From an optimization exercise on the open Yosys and OpenROAD flow, aimed at small area, a short achievable clock period and few clock cycles per item; shortcuts taken in it are not production practice. The RTL was checked by simulation tests, not by an equivalence proof against the original design.

==> indigo <==
==> flow/design.v (excerpt) <==
module cfimu_update #(
    parameter [63:0] TIME_HZ = 64'd1000000
) (
    input  wire        clk,
    input  wire        rst,
    input  wire        start,
    input  wire        load,
    input  wire [31:0] ld_roll,
    input  wire [31:0] ld_pitch,
    input  wire [31:0] ld_yaw,
    input  wire [31:0] ld_bias,
    input  wire [31:0] acc_roll,
    input  wire [31:0] acc_pitch,
    input  wire [31:0] ax,
    input  wire [31:0] ay,
    input  wire [31:0] az,
    input  wire [31:0] gx,
    input  wire [31:0] gy,
    input  wire [31:0] gz,
    input  wire [63:0] t_now,
    input  wire [31:0] alpha,
    input  wire [31:0] beta,
    input  wire [31:0] acc_th,
    input  wire [31:0] gz_th,
    output reg         busy,
    output reg         done,
    output reg  [31:0] roll,
    output reg  [31:0] pitch,
    output reg  [31:0] yaw,
    output reg  [31:0] bias,
    output reg  [63:0] t_last,
    output reg         t_valid
);
Settings: LEC_CHECK=0, CAP_MARGIN=20, CELL_PAD_IN_SITES_DETAIL_PLACEMENT=1, CELL_PAD_IN_SITES_GLOBAL_PLACEMENT=2, CORE_MARGIN=2, CORE_UTILIZATION=25, PLACE_DENSITY=0.4, SLEW_MARGIN=20; clock period 28.0 ns.
run.sh (not shown) runs the stock make flow with config.mk's settings and CLKGATE_MAP_FILE= SYNTH_SCRIPT=/design/flow/synth_recipe.tcl, a recipe that flattens the netlist after the stock synthesis.
==> inputs of quartz, as changes to indigo <==
--- a/flow/design.v
+++ b/flow/design.v
@@ -28,17 +28,18 @@
     wire [8:0]  dba = {1'b0, eb} - {1'b0, ea};
     wire        age = !dab[8];                  
     wire        sub = a[31] ^ b[31];
     wire        zero_sign = a[31] & b[31];
     wire        e0  = (dab == 9'd0);
     wire        ap1 = (dab == 9'd1);
     wire        bp1 = (dba == 9'd1);
-    wire [24:0] np  = {ma, 1'b0} - (ap1 ? {1'b0, mb} : {mb, 1'b0});
+    wire [25:0] npw = {1'b0, ma, 1'b0} - (ap1 ? {2'b0, mb} : {1'b0, mb, 1'b0});
+    wire [24:0] np  = npw[24:0];
     wire [24:0] nq  = {mb, 1'b0} - (bp1 ? {1'b0, ma} : {ma, 1'b0});
-    wire        bneg = e0 ? (mb > ma) : !age;           
+    wire        bneg = e0 ? npw[25] : !age;             
     wire [24:0] nd  = bneg ? nq : np;
     wire [7:0]  nex = age ? ea : eb;
     wire        nsg = bneg ? b[31] : a[31];
     wire [4:0]  nlz = clz25(nd);
     wire [7:0]  nlim = nex - 8'd1;
     wire [4:0]  nsh = ({3'b0, nlz} > nlim) ? nlim[4:0] : nlz;
     wire [24:0] nn  = nd << nsh;
@@ -335,19 +336,25 @@
             zero <= (a[30:23] == 8'd0);
         end else if (step) begin
             rad  <= sr[4];
             rem  <= sm[4];
             root <= sq[4];
         end
     end
-    wire [25:0] nm = sm[3];
-    wire [23:0] nq = sq[3][23:0];
-    wire        up = ({1'b0, nm} > {3'b0, nq});
-    wire [24:0] mr = {1'b0, nq} + {24'b0, up};
-    assign y = zero ? 32'b0 : (mr[24] ? {1'b0, e + 8'd1, 23'b0} : {1'b0, e, mr[22:0]});
+    wire [25:0] nm   = sm[3];
+    wire [23:0] nq   = sq[3][23:0];
+    wire        up   = ({1'b0, nm} > {3'b0, nq});
+    wire [2:0]  lo   = nq[2:0];
+    wire [21:0] hinc = {1'b0, root[20:0]} + 22'd1;
+    wire [22:0] m_lo = {root[19:0], lo + 3'd1};      
+    wire [22:0] m_hi = {hinc[19:0], 3'b0};           
+    wire [31:0] y_dn = {1'b0, e, nq[22:0]};
+    wire [31:0] y_up = (lo != 3'd7) ? {1'b0, e, m_lo}
+                     : (hinc[21] ? {1'b0, e + 8'd1, 23'b0} : {1'b0, e, m_hi});
+    assign y = zero ? 32'b0 : (up ? y_up : y_dn);
 endmodule
 module sq_step #(
     parameter K = 0
 ) (
     input  wire [K:0]   rem,
     input  wire [(K > 0 ? K - 1 : 0):0] root,
     input  wire [1:0]   rb,
==> comparison table <==
item	indigo	quartz
Outcome	timing/DRC/antenna clean	timing/DRC/antenna clean
Share of final-layout standard cells stronger than drive strength 1	7.82%	8.43%
Pin count of the biggest net entering global routing	105	143
Parity-gate share of the synthesized area counting xor and xnor cells	4.99%	5.00%
Capturing instance or port of the critical path	aa0[5]	aa0[4]
Seq/total area	16.3%	16.1%
Die Y	693 um	694 um
Layout net count	17500	17600
Filler instances	56000	56000
Slew Limit Headroom	8.49%	12.9%
Vias per std cell	5.96	5.95
Post-route clock skew	67.6 ps	132 ps
Gpl congestion	1.01	0.998
Slew at the pin with the worst max-slew slack	1360 ps	1310 ps
Non-clock inverter total of the final layout	1294	1239
Synthesized-area fraction occupied by and/or/nand/nor cells	20.1%	20.7%
Portion of netlist area occupied by mux cells	7.65%	8.36%
Antenna violations before repair	174	157
DRC violation total after the first TritonRoute iteration	15000	14700
Testbench counts of indigo, summed over its fixed seeds: cycles 33,614, updates 2,400.
Testbench counts of quartz, summed over its fixed seeds: cycles 33,614, updates 2,400.

-- what the ideal ports hide --
Ports are ideal in the flow. The routed layouts listed here were re-timed in OpenROAD. Step 1, drivers: a clkbuf_16 drives clk and a buf_2 each remaining input, both assumed. Step 2, shift: input delay + t, output delay - t, t = (earliest + latest rising clock arrival at the registers) / 2. This alone moves slack from input paths to output paths. Slacks: no drivers / after step 1 / after step 2; pairs: no drivers / after step 1.
| run | shift t [ns] | setup WS [ns] | worst setup path after step 2 | worst register clock-pin slew, ns |
|---|---|---|---|---|
| indigo | 0.929 | 9.230 / 9.230 / 9.230 | register to register | 0.08 / 0.08 |
| quartz | 1.025 | 10.913 / 10.913 / 10.913 | register to register | 0.07 / 0.07 |
After both steps setup and hold are still met in every run listed.
